Context: an optimization exercise on an open-source flow, tuned for small area. The choices shown serve that exercise and are no tape-out recipe. The RTL was checked by simulation tests, not by an equivalence proof against the original design. The clock port is modelled as an ideal driver; clocking choices that lean on that would not hold on a real chip. Power figures rest on the tool's default switching activity, not on a simulated workload.

===== flow/constraint.sdc =====
create_clock -name core_clock -period 5.0 [get_ports {clk}]
set_input_delay 1.0000 -clock core_clock [delete_from_list [all_inputs] [get_ports {clk}]]
set_output_delay 1.0000 -clock core_clock [all_outputs]
set_load 0.01 [all_outputs]

===== flow/flow/abc_ds_j13.script =====
strash
ifraig
dc2
&get -n
&deepsyn -T 20 -S 13
&put
&get -n
&dch -f
&nf -p -a -R 1000
&put

===== flow/flow/abc_ds_j2.script =====
strash
ifraig
dc2
&get -n
&deepsyn -T 20 -S 2
&put
&get -n
&dch -f
&nf -p -a -R 1000
&put

===== flow/flow/run.sh =====
#!/bin/bash
# Standard layout (the standard.sh) with these changes:
# - synthesis maps the logic with several area-oriented ABC scripts
#   (flow/abc_*.script, see flow/best_abc.tcl) and keeps the smallest result,
#   instead of ORFS's speed script; everything else
#   in synthesis is the standard flow's own script (synth_recipe.tcl), unchanged, except
#   that half/full adders are left to ABC rather than mapped to adder cells,
# - port buffers are the smallest buffer cell (buf_1),
# - the clock tree is a small two-level tree built by flow/mantree_cts.tcl
#   (k-medians clusters of the flip-flops, one sized buffer per cluster).
set -euo pipefail
HERE=$PWD
{
  cat "$HERE/flow/best_abc.tcl"
  cat "$HERE/synth_recipe.tcl"
} > "$HERE/area_synth.tcl"
bash standard.sh \
  SYNTH_SCRIPT="$HERE/area_synth.tcl" AREA_ABC_SCRIPTS="$(ls "$HERE"/flow/abc_*.script | tr '\n' ' ')" ADDER_MAP_FILE= \
  BUFFER_PORTS_ARGS="-buffer_cell sky130_fd_sc_hd__buf_1" \
  CTS_ARGS="-sink_clustering_enable -repair_clock_nets -dont_use_dummy_load -buf_list sky130_fd_sc_hd__clkbuf_8" \
  PRE_CTS_TCL="$HERE/flow/mantree_cts.tcl" MANTREE_KS="8 10 12 14 16" MANTREE_SLEW=0.11 \
  finish > standard.log 2>&1

===== flow/flow/abc_ds_t5.script =====
strash
ifraig
dc2
&get -n
&deepsyn -T 20 -S 5 -t
&put
&get -n
&dch -f
&nf -p -a -R 1000
&put

===== flow/flow/mantree.tcl =====
# Manual two-level clock tree: k-medians clusters of the clock sinks, one
# buffer per cluster at its median point, one root buffer driving the cluster
# buffers. Expects the design loaded, placed, not yet clock-buffered.
proc mantree_build { K leafm rootm } {
  set block [ord::get_db_block]
  set db [ord::get_db]
  set clknet [$block findNet clk]
  set sinks {}
  foreach it [$clknet getITerms] {
    set b [[$it getInst] getBBox]
    lappend sinks [list $it [expr {([$b xMin] + [$b xMax]) / 2.0}] [expr {([$b yMin] + [$b yMax]) / 2.0}]]
  }
  set n [llength $sinks]
  # init centers: sinks sorted by x+y, evenly spaced picks
  set sorted [lsort -real -index 1 $sinks]
  set cx {}; set cy {}
  for {set k 0} {$k < $K} {incr k} {
    set s [lindex $sorted [expr {int(($k + 0.5) * $n / $K)}]]
    lappend cx [lindex $s 1]; lappend cy [lindex $s 2]
  }
  # k-medians (Manhattan distance): centers move to their clusters' medians
  for {set iter 0} {$iter < 30} {incr iter} {
    set xs {}; set ys {}
    for {set k 0} {$k < $K} {incr k} { lappend xs {}; lappend ys {} }
    set assign {}
    foreach s $sinks {
      set best -1; set bd 1e30
      for {set k 0} {$k < $K} {incr k} {
        set d [expr {abs([lindex $s 1] - [lindex $cx $k]) + abs([lindex $s 2] - [lindex $cy $k])}]
        if {$d < $bd} { set bd $d; set best $k }
      }
      lappend assign $best
      lset xs $best [concat [lindex $xs $best] [lindex $s 1]]
      lset ys $best [concat [lindex $ys $best] [lindex $s 2]]
    }
    set cnt {}
    for {set k 0} {$k < $K} {incr k} {
      set n_k [llength [lindex $xs $k]]
      lappend cnt $n_k
      if {$n_k > 0} {
        lset cx $k [lindex [lsort -real [lindex $xs $k]] [expr {$n_k / 2}]]
        lset cy $k [lindex [lsort -real [lindex $ys $k]] [expr {$n_k / 2}]]
      }
    }
  }
  puts "mantree: cluster sizes $cnt"
  set rootnet [odb::dbNet_create $block clknet_root]
  $rootnet setSigType CLOCK
  set leafnets {}
  set rx 0.0; set ry 0.0; set nk 0
  for {set k 0} {$k < $K} {incr k} {
    if {[lindex $cnt $k] == 0} { lappend leafnets {}; continue }
    set inst [odb::dbInst_create $block [$db findMaster $leafm] clkbuf_leaf_$k]
    set net [odb::dbNet_create $block clknet_leaf_$k]
    $net setSigType CLOCK
    [$inst findITerm A] connect $rootnet
    [$inst findITerm X] connect $net
    $inst setLocation [expr {int([lindex $cx $k])}] [expr {int([lindex $cy $k])}]
    $inst setPlacementStatus PLACED
    lappend leafnets $net
    set rx [expr {$rx + [lindex $cx $k]}]; set ry [expr {$ry + [lindex $cy $k]}]; incr nk
  }
  foreach s $sinks a $assign {
    set it [lindex $s 0]
    $it disconnect
    $it connect [lindex $leafnets $a]
  }
  set root [odb::dbInst_create $block [$db findMaster $rootm] clkbuf_root]
  [$root findITerm A] connect $clknet
  [$root findITerm X] connect $rootnet
  $root setLocation [expr {int($rx / $nk)}] [expr {int($ry / $nk)}]
  $root setPlacementStatus PLACED
}

# Resize each leaf buffer (and then the root) to the smallest size in sizes
# that keeps the slew at its flip-flop clock pins under target.
proc mantree_size { K sizes target } {
  estimate_parasitics -placement
  for {set k 0} {$k < $K} {incr k} {
    set inst [get_cells -quiet clkbuf_leaf_$k]
    if {$inst == ""} { continue }
    set net [get_nets clknet_leaf_$k]
    foreach m $sizes {
      replace_cell $inst $m
      estimate_parasitics -placement
      set mx 0
      foreach pin [get_pins -of_objects $net -filter "direction == input"] {
        set s [get_property $pin slew_max]
        if {$s > $mx} { set mx $s }
      }
      if {$mx <= $target} { break }
    }
    puts "mantree: leaf $k [get_property $inst ref_name] slew $mx"
  }
}

# Resize the root buffer to the smallest size in sizes that keeps every
# flip-flop clock pin's slew under target.
proc mantree_size_root { sizes target } {
  set inst [get_cells clkbuf_root]
  foreach m $sizes {
    replace_cell $inst $m
    estimate_parasitics -placement
    set mx 0
    foreach pin [get_pins -hierarchical */CLK] {
      set s [get_property $pin slew_max]
      if {$s > $mx} { set mx $s }
    }
    if {$mx <= $target} { break }
  }
  puts "mantree: root [get_property $inst ref_name] slew $mx"
}

# Total area of the tree's buffers.
proc mantree_area {} {
  set a 0
  foreach inst [get_cells clkbuf_*] {
    set a [expr {$a + [get_property [get_lib_cells */[get_property $inst ref_name]] area]}]
  }
  return $a
}

# Remove the tree again: every sink back on the clock net.
proc mantree_undo { K } {
  set block [ord::get_db_block]
  set clknet [$block findNet clk]
  for {set k 0} {$k < $K} {incr k} {
    set net [$block findNet clknet_leaf_$k]
    if {$net == "NULL" || $net == ""} { continue }
    set inst [$block findInst clkbuf_leaf_$k]
    foreach it [$net getITerms] {
      if {[$it getInst] != $inst} { $it disconnect; $it connect $clknet }
    }
    odb::dbInst_destroy $inst
    odb::dbNet_destroy $net
  }
  odb::dbInst_destroy [$block findInst clkbuf_root]
  odb::dbNet_destroy [$block findNet clknet_root]
}

# Save / restore every instance's placement, so trials leave no trace.
proc mantree_save_place {} {
  set saved {}
  foreach inst [[ord::get_db_block] getInsts] {
    lappend saved [list $inst [$inst getLocation] [$inst getOrient] [$inst getPlacementStatus]]
  }
  return $saved
}
proc mantree_restore_place { saved } {
  foreach s $saved {
    lassign $s inst loc orient status
    $inst setLocation [lindex $loc 0] [lindex $loc 1]
    $inst setOrient $orient
    $inst setPlacementStatus $status
  }
}

===== flow/flow/abc_ds_i4.script =====
strash
ifraig
dc2
&get -n
&deepsyn -T 20 -S 1
&put
&get -n
&dch -f
&nf -p -a -R 1000
&put

===== flow/flow/abc_ds_t1.script =====
strash
ifraig
dc2
&get -n
&deepsyn -T 20 -S 1 -t
&put
&get -n
&dch -f
&nf -p -a -R 1000
&put

===== flow/flow/abc_e2.script =====
strash
ifraig
scorr
dc2
drw
dc2
if -K 4
mfs
strash
dc2
&get -n
&dch -f
&nf -p -a
&put

===== flow/flow/abc_ds_k11.script =====
strash
dc2
drw
&get -n
&deepsyn -T 20 -S 11
&put
&get -n
&dch -f
&nf -p -a
&put

===== flow/design.v =====
module varint_dec (
    input  wire        clk,
    input  wire        rst,
    input  wire        dcmd_valid,
    output wire        dcmd_ready,
    input  wire        dcmd_w,
    input  wire        src_valid,
    output wire        src_ready,
    input  wire        src_eos,
    input  wire [7:0]  src_data,
    output wire        drsp_valid,
    input  wire        drsp_ready,
    output wire [1:0]  drsp_status,
    output wire [63:0] drsp_data
);
    localparam [3:0] S_IDLE = 4'b1010, S_OK = 4'b1100, S_EOS = 4'b1101, S_MAL = 4'b1110;
    reg [3:0]  st;
    reg        w;             
    reg [63:0] r;             
    wire idle = st[3] & ~st[2] & st[1];
    wire run  = ~(st[3] & (st[2] | st[1]));
    wire resp = st[3] & st[2];
    wire fire  = run & src_valid;
    wire cont  = src_data[7];
    wire [9:0] gi;
    genvar i;
    generate
        for (i = 0; i < 8; i = i + 1) begin : g_gi
            assign gi[i] = ~st[3] & (st[2:0] == i);
        end
    endgenerate
    assign gi[8] = st[3] & ~st[0];
    assign gi[9] = st[3] & st[0];
    wire lim   = w ? gi[9] : gi[4];
    wire wr    = fire & ~src_eos;
    wire clr   = fire & (src_eos | (cont & lim));
    wire first = wr & gi[0];
    wire nar   = wr & ~w & gi[4];    
    wire [6:0] dj = src_data[6:0];
    wire       s  = first ? dj[0] : r[63];
    wire [6:0] x  = dj ^ {7{s}};
    wire [5:0] bus_0 = {6{~clr}} & x[6:1];
    wire [6:0] bus_a = {7{~clr}} & (first ? {7{s}} : x);
    wire [6:0] bus_b = w ? bus_a : {7{bus_a[4]}};
    wire [9:0] gen;
    generate
        for (i = 0; i < 10; i = i + 1) begin : g_en
            assign gen[i] = first | clr | (wr & gi[i]);
        end
    endgenerate
    wire en_hi = first | clr | nar;
    wire [3:0] st_inc = {st[3] | (st[2] & st[1] & st[0]), st[2] ^ (st[1] & st[0]),
                         st[1] ^ st[0], ~st[0]};
    always @(posedge clk) begin
        if (rst)
            st <= S_IDLE;
        else if (idle) begin
            if (dcmd_valid) st <= 4'd0;
        end else if (resp) begin
            if (drsp_ready) st <= S_IDLE;
        end else if (src_valid) begin
            if (src_eos)   st <= S_EOS;
            else if (!cont) st <= S_OK;
            else if (lim)  st <= S_MAL;
            else           st <= st_inc;
        end
    end
    always @(posedge clk)
        if (idle) w <= dcmd_w;
    integer k;
    always @(posedge clk) begin
        if (gen[0]) r[5:0] <= bus_0;
        for (k = 6; k < 63; k = k + 1) begin
            if (gen[(k + 1) / 7] | (k >= 34 && nar))
                r[k] <= (k >= 32) ? bus_b[(k + 1) % 7] : bus_a[(k + 1) % 7];
        end
        if (en_hi) r[63] <= bus_b[4];
    end
    assign dcmd_ready  = idle;
    assign src_ready   = run;
    assign drsp_valid  = resp;
    assign drsp_status = st[1:0];
    assign drsp_data   = r;
endmodule
module varint_enc (
    input  wire        clk,
    input  wire        rst,
    input  wire        ecmd_valid,
    output wire        ecmd_ready,
    input  wire        ecmd_w,
    input  wire [63:0] ecmd_data,
    output wire        snk_valid,
    input  wire        snk_ready,
    input  wire        snk_err,
    output wire [7:0]  snk_data,
    output wire        ersp_valid,
    input  wire        ersp_ready,
    output wire [1:0]  ersp_status
);
    localparam [3:0] S_IDLE = 4'b1010, S_OK = 4'b1100, S_ERR = 4'b1111;
    reg [3:0]  st;
    reg        w;
    reg [63:0] v;
    wire idle = st[3] & ~st[2] & st[1];
    wire run  = ~(st[3] & (st[2] | st[1]));
    wire resp = st[3] & st[2];
    wire s = w ? v[63] : v[31];
    wire [9:1] a1, a0;
    assign a1[9] = &v[63:62];
    assign a0[9] = ~|v[63:62];
    genvar h;
    generate
        for (h = 8; h >= 5; h = h - 1) begin : g_hi
            assign a1[h] = a1[h+1] & (&v[7*h+5:7*h-1]);
            assign a0[h] = a0[h+1] & ~|v[7*h+5:7*h-1];
        end
    endgenerate
    wire a1_up = ~w | (a1[5] & (&v[33:32]));
    wire a0_up = ~w | (a0[5] & ~|v[33:32]);
    assign a1[4] = a1_up & (&v[31:27]);
    assign a0[4] = a0_up & ~|v[31:27];
    generate
        for (h = 3; h >= 1; h = h - 1) begin : g_lo
            assign a1[h] = a1[h+1] & (&v[7*h+5:7*h-1]);
            assign a0[h] = a0[h+1] & ~|v[7*h+5:7*h-1];
        end
    endgenerate
    wire [9:1] sfx;
    assign sfx[9:5] = {5{w}} & ~(a1[9:5] | a0[9:5]);
    assign sfx[4:1] = ~(a1[4:1] | a0[4:1]);
    wire [9:0] oh;
    genvar i;
    generate
        for (i = 0; i < 8; i = i + 1) begin : g_oh
            assign oh[i] = ~st[3] & (st[2:0] == i);
        end
    endgenerate
    assign oh[8] = st[3] & ~st[0];
    assign oh[9] = st[3] & st[0];
    wire more = |(oh[8:0] & sfx[9:1]);
    wire [6:0] seg [0:9];
    assign seg[0] = {v[5:0], 1'b0};
    assign seg[1] = v[12:6];
    assign seg[2] = v[19:13];
    assign seg[3] = v[26:20];
    assign seg[4] = {w ? v[33:32] : {2{s}}, v[31:27]};
    assign seg[5] = v[40:34];
    assign seg[6] = v[47:41];
    assign seg[7] = v[54:48];
    assign seg[8] = v[61:55];
    assign seg[9] = {{6{s}}, v[62]};
    reg [6:0] grp;
    integer k;
    always @(*) begin
        grp = 7'd0;
        for (k = 0; k < 10; k = k + 1)
            grp = grp | ({7{oh[k]}} & seg[k]);
    end
    wire [3:0] st_inc = {st[3] | (st[2] & st[1] & st[0]), st[2] ^ (st[1] & st[0]),
                         st[1] ^ st[0], ~st[0]};
    always @(posedge clk) begin
        if (rst)
            st <= S_IDLE;
        else if (idle) begin
            if (ecmd_valid) st <= 4'd0;
        end else if (resp) begin
            if (ersp_ready) st <= S_IDLE;
        end else if (snk_ready) begin
            if (snk_err)   st <= S_ERR;
            else if (more) st <= st_inc;
            else           st <= S_OK;
        end
    end
    always @(posedge clk)
        if (idle) begin
            v <= ecmd_data;
            w <= ecmd_w;
        end
    assign ecmd_ready  = idle;
    assign snk_valid   = run;
    assign snk_data    = {more, grp ^ {7{s}}};
    assign ersp_valid  = resp;
    assign ersp_status = {st[0], st[0]};
endmodule
module varint_codec (
    input  wire        clk,
    input  wire        rst,
    input  wire        dcmd_valid,
    output wire        dcmd_ready,
    input  wire        dcmd_w,
    input  wire        src_valid,
    output wire        src_ready,
    input  wire        src_eos,
    input  wire [7:0]  src_data,
    output wire        drsp_valid,
    input  wire        drsp_ready,
    output wire [1:0]  drsp_status,
    output wire [63:0] drsp_data,
    input  wire        ecmd_valid,
    output wire        ecmd_ready,
    input  wire        ecmd_w,
    input  wire [63:0] ecmd_data,
    output wire        snk_valid,
    input  wire        snk_ready,
    input  wire        snk_err,
    output wire [7:0]  snk_data,
    output wire        ersp_valid,
    input  wire        ersp_ready,
    output wire [1:0]  ersp_status
);
    varint_dec u_dec (
        .clk(clk), .rst(rst),
        .dcmd_valid(dcmd_valid), .dcmd_ready(dcmd_ready), .dcmd_w(dcmd_w),
        .src_valid(src_valid), .src_ready(src_ready), .src_eos(src_eos), .src_data(src_data),
        .drsp_valid(drsp_valid), .drsp_ready(drsp_ready),
        .drsp_status(drsp_status), .drsp_data(drsp_data)
    );
    varint_enc u_enc (
        .clk(clk), .rst(rst),
        .ecmd_valid(ecmd_valid), .ecmd_ready(ecmd_ready), .ecmd_w(ecmd_w), .ecmd_data(ecmd_data),
        .snk_valid(snk_valid), .snk_ready(snk_ready), .snk_err(snk_err), .snk_data(snk_data),
        .ersp_valid(ersp_valid), .ersp_ready(ersp_ready), .ersp_status(ersp_status)
    );
endmodule

===== flow/flow/abc_d2.script =====
strash
ifraig
dc2
drw
balance
dc2
drf
dc2
&get -n
&dch -f
&nf -p -a -R 1000
&put

===== flow/flow/abc_ds_t9.script =====
strash
ifraig
dc2
&get -n
&deepsyn -T 20 -S 9 -t
&put
&get -n
&dch -f
&nf -p -a -R 1000
&put

===== flow/flow/abc_ds1.script =====
strash
&get -n
&deepsyn -T 20 -S 1
&put
&get -n
&dch -f
&nf -p -a
&put

===== flow/flow/abc_ds7.script =====
strash
&get -n
&deepsyn -T 20 -S 7
&put
&get -n
&dch -f
&nf -p -a
&put

===== flow/flow/mantree_cts.tcl =====
# PRE_CTS hook: a small two-level clock tree in place of TritonCTS's H-tree.
# The flip-flops are split into K clusters by position (k-medians); each
# cluster gets one buffer at its median point, sized to the smallest clkbuf that
# keeps its clock pins' slew under MANTREE_SLEW (ns); one root buffer, driven
# by the clock port, drives the cluster buffers and is sized the same way
# (clkbuf_4 at least).
# Each K in MANTREE_KS is tried and the one with the least buffer area kept.
# TritonCTS is then told to skip these nets, and the rest of ORFS's CTS step
# (legalisation, timing repair) runs as usual.
source [file join [file dirname [info script]] mantree.tcl]
set sizes {sky130_fd_sc_hd__clkbuf_2 sky130_fd_sc_hd__clkbuf_4 sky130_fd_sc_hd__clkbuf_8 sky130_fd_sc_hd__clkbuf_16}
set target $::env(MANTREE_SLEW)
set_propagated_clock [all_clocks]
set saved [mantree_save_place]
set best_k 0
set best_a 1e30
foreach k $::env(MANTREE_KS) {
  mantree_build $k sky130_fd_sc_hd__clkbuf_8 sky130_fd_sc_hd__clkbuf_8
  detailed_placement
  mantree_size $k $sizes $target
  mantree_size_root [lrange $sizes 1 end] $target
  set a [mantree_area]
  puts "mantree: K $k area $a"
  if {$a < $best_a} { set best_a $a; set best_k $k }
  mantree_undo $k
  mantree_restore_place $saved
}
puts "mantree: chose K $best_k"
mantree_build $best_k sky130_fd_sc_hd__clkbuf_8 sky130_fd_sc_hd__clkbuf_8
detailed_placement
mantree_size $best_k $sizes $target
mantree_size_root [lrange $sizes 1 end] $target
set skip {clk clknet_root}
for {set k 0} {$k < $best_k} {incr k} { lappend skip clknet_leaf_$k }
set_cts_config -skip_nets $skip

===== flow/flow/abc_c2.script =====
strash
dc2
&get -n
&dch -f
&nf -p -a -R 1000
&put

===== flow/config.mk =====
export PLATFORM = sky130hd
export DESIGN_NAME = varint_codec
export DESIGN_NICKNAME = varint_codec
export VERILOG_FILES = /design/flow/design.v
export SDC_FILE = /design/flow/constraint.sdc
export NUM_CORES = 4
export LEC_CHECK = 0
export CAP_MARGIN = 20
export CORE_MARGIN = 2
export CORE_UTILIZATION = 40
export SLEW_MARGIN = 20

===== flow/flow/best_abc.tcl =====
# Replaces yosys's abc command during synthesis: maps the logic once with
# each ABC script in $::env(AREA_ABC_SCRIPTS) and keeps the mapping with the
# smallest cell area. Flip-flops are mapped before abc and are untouched.
proc abc {args} {
  set i [lsearch -exact $args -script]
  set lib [lindex $args [expr {[lsearch -exact $args -liberty] + 1}]]
  set best_area 1e30
  set best ""
  yosys design -save pre_abc
  foreach script $::env(AREA_ABC_SCRIPTS) {
    yosys design -load pre_abc
    set a $args
    if {$i >= 0} { set a [lreplace $a $i+1 $i+1 $script] }
    yosys abc {*}$a
    set f $::env(OBJECTS_DIR)/abc_area_stat.txt
    yosys tee -q -o $f stat -liberty $lib
    set fh [open $f r]; set txt [read $fh]; close $fh
    regexp {Chip area for module [^:]*: ([0-9.]+)} $txt -> area
    puts "best_abc: [file tail $script] area $area"
    if {$area < $best_area} {
      set best_area $area
      set best $script
      yosys design -save best_abc
    }
  }
  yosys design -load best_abc
  puts "best_abc: chose [file tail $best] area $best_area"
}

===== flow/flow/abc_ds_j3.script =====
strash
ifraig
dc2
&get -n
&deepsyn -T 20 -S 3
&put
&get -n
&dch -f
&nf -p -a -R 1000
&put

===== flow/standard.sh =====
#!/bin/bash
# synth_recipe.tcl (not shown) runs the flow's synth.tcl, then flattens the netlist and writes it again
# the make line also repeats each setting of config.mk as NAME=value (left out here)
make -C /OpenROAD-flow-scripts/flow DESIGN_CONFIG=/design/flow/config.mk WORK_HOME=/design/flow/orfs CLKGATE_MAP_FILE= SYNTH_SCRIPT=/design/flow/synth_recipe.tcl "${@:-finish}"

==> results.txt <==
-- cells in the mapped netlist (all sizes together) (8+ instances only) --
cell	number	area, µm²
edfxtp	130	3900
nand2	33	124
nor2	29	109
o21ai	24	120
a21oi	20	100
nand3	20	100
a222oi	15	150
nor3	13	65.1
nand2b	11	68.8
nor4	9	56.3
a21o	8	60.1
dfxtp	8	160
nand4	8	50.1
-- worst register-to-register path, cell delays in order, from the launching register on --
cell and delay, ns:
dfxtp_1 0.59, nor3_1 0.14, a32oi_1 0.24, a21oi_1 0.12, o21ai_0 0.62, nand3_1 0.41, nand2_1 0.28, nor2_1 0.06
a21oi_1 0.16, clkinv_1 0.09, o21ai_0 0.18, buf_4 0.20, nor2b_1 0.41, a21o_1 0.21
-- power groups by stage --
stage	logic (mW)	registers [mW]	clock network (mW)
after floorplan	0.794	2.14	0
after global placement	1.27	2.17	0
after detailed placement	1.28	2.19	0
after CTS	1.30	2.16	0.508
after global routing	1.41	2.21	0.540
final	1.29	2.17	0.490
-- area by class of cell --
cell class / instances / area (µm²) / share of cell area
multi-input combinational: 235 / 1370 / 0.211
sequential: 138 / 4060 / 0.628
buffer: 11 / 133 / 0.0205
timing repair buffer: 171 / 664 / 0.103
inverter: 6 / 22.5 / 0.00348
tap: 176 / 220 / 0.0340
-- cell families (layout without fill, tap and decap cells) --
kind of cell,Yosys count,in the layout
DFF,138,138
and+or+nand+nor,136,136
AOI/OAI and AO/OA,91,91
buffers and inverters,11,188
xor gates and xnor gates,8,8
-- through the flow --
stage	cell area, µm²	std cells	util	setup WS [ns]	hold WS (ns)
floorplan	5480	384	-	0.228	0.519
global placement	6340	726	0.477	1.08	0.576
detailed placement	6340	726	0.477	0.924	0.586
CTS	6470	737	0.487	1.04	0.580
global route	6470	737	0.487	0.695	0.586
finish	6470	737	0.487	1.01	0.626
-- per-layer routing --
layer	vias up	wire length, µm	global-route usage
met5	-	13	0
met4	2	263	0.0305
met3	29	1090	0.0221
met2	227	6470	0.294
met1	1975	6390	0.278
li1	1889	-	-
-- sequential cells by signal, indices dropped and copies added, names as in the netlist --
register  cells
u_enc.w       1
u_enc.st      4
u_dec.st      4
u_dec.w       1
u_dec.r      64
u_enc.v      64
-- worst max path at each step --
stage	startpoint	to	slack [ns]	cells past startpoint
after floorplan	u_enc.st[3]	snk_valid	0.23	3
after global placement	src_eos	u_dec.r[39]	1.08	14
after detailed placement	src_eos	u_dec.r[53]	0.92	14
after CTS	u_enc.st[3]	snk_data[7]	1.04	9
after global routing	u_dec.st[0]	u_dec.r[60]	0.70	13
final	u_enc.st[3]	snk_data[7]	1.01	9
==> flow_summary.yaml <==
power:
  internal_power_mw: 2.42
  comb_power_share: 0.326
  total_power_mw: 3.95
  peakVddDrop_uv: 246
  p_per_area_nw_per_um2: 610
  leakage_nw: 2.09
  p_sw_mw: 1.53
  p_sw_frac: 0.387
  p_clk_frac: 0.124
  seqPwrFrac: 0.550
route:
  drt_iter0_drc: 508
  wirelength_um: 14200
  num_vias: 4122
  vias_per_cell: 5.59
  drc: 0
  drt-wirelength-per-cell_um: 19.3
  drtPass1Iterations: 7
  ant_nets: 0
synthesis:
  yosys_warnings: 2
  yosys.area_share.simple: 0.120
  synth_cell_type_count: 39
  synth.area.mux_share: 0
  synth-seq-area-share: 0.741
  synthArstFlopShare: 0
  synthXorXnorAreaFrac: 0.0128
  synthFlopType: "edfxtp_1"
  syn_area_per_cell_um2: 14.3
  synth-edff-count: 130
  synth_top_family_by_area: "simple AND/OR/NAND/NOR gates"
  synth_compound_area_frac: 0.115
  syn_nets: 468
  synth_fa_ha_area_frac: 0
  synthCells: 384
  ys_ff_latch: 138
  syn_area_um2: 5480
floorplan:
  row_count: 42
  start_util: 0.412
  io_pins: 166
  fp.dieArea_um2: 14700
  coreArea_um2: 13300
  die_h_um: 121
  die_width_um: 121
sta:
  max_freq_mhz: 251
  skew_ns: 0.0161
  setup_viol: 0
  tightest_slew_ns: 0.992
  drv_slew: 0
  hold_viol_final: 0
  finalSetupTns_ns: 0
  final.min_clock_period_ns: 3.99
  slew_headroom: 0.332
  rsz0062_at_grt: "no"
  fin_crit_sh: 0.797
worst_setup_path:
  reg2reg_slack_ns: 1.14
  critPathCaptureType: "primary output"
  r2r-end: "u_dec.r[60]"
  critical_path_class: "register to primary output"
  path_common_cell: "nor2_1"
  crit_chain: "nand2b_1 -> nor2_1 -> a31oi_1 -> o21ai_0 -> nor2_1 -> nand2_1 -> a22oi_1 -> clkinv_1 -> buf_1"
  reg2reg_depth: 13
  cp_num_buf_inv: 2
  crit_path_top_delay_cell: "dfxtp_1"
  critical_path.reg2reg.startpoint: "u_dec.st[0]"
  slowest_delay_ns: 0.59
  cp-start-kind: "register"
  crit_arrival_ns: 2.99
  crit_family: "compound AO/OA/AOI/OAI gates"
  critical_path_required_ns: 4.00
  crit_fanout: 12
layout:
  mostFrequentLayoutCell: "buf_1"
  antenna_cells: 0
  final_cell_mix: "buf_1 (165), edfxtp_1 (130), nand2_1 (33)"
  drive_above_1_share: 0.0321
  final_net_count: 647
  fillers: 1251
  synthToLayoutAreaGrowth_pct: 18.0
outcome:
  status: "timing/DRC/antenna clean"
cts:
  clkTransAtPathRegs_ns: 0.09
  cts.repair.resized: 0
  clk_latency_ns: 0.52
  cts_hold_buf: 0
  post-cts-setup-buffers: 0
placement:
  dp_hpwl_um: 10600
  port_buffers: 165
  place.gp.congestion: 0.868
global_route:
  antenna_found_initial: 1
  grt.overflow.total: 0
  grt_pass1_wl_um: 21400
  first_global_vias: 3851
  grt.total_usage: 0.185
  grt_max_degree: 66
hold_path:
  holdPathStages: 2
  hold_end: "u_dec.st[1]"
  hp-start: "u_dec.st[1]"
  hold_path_class: "register to register"
job:
  max_cap_viol_count: 0

-- separate check: timing with driven ports --
In the flow no input, the clock included, has a driving cell. The finished layout below was timed again as built, in two steps.
Step 1 assumes that a clkbuf_16 drives the clock port and a buf_2 every other input.
Step 2, shift: input delay + t, output delay - t, t = (earliest + latest rising clock arrival at the registers) / 2. This alone moves slack from input paths to output paths.
a / b / c = ideal ports / drivers / drivers and shift; a / b = the first two.
shift t [ns]: 0.548
slack for setup (ns): 1.015 / 0.984 / 0.847
worst register clock-pin slew, ns: 0.11 / 0.11
After both steps setup and hold are still met in this run. For this run, drivers alone change the setup slack by -0.031 ns; drivers and shift together by -0.168 ns.
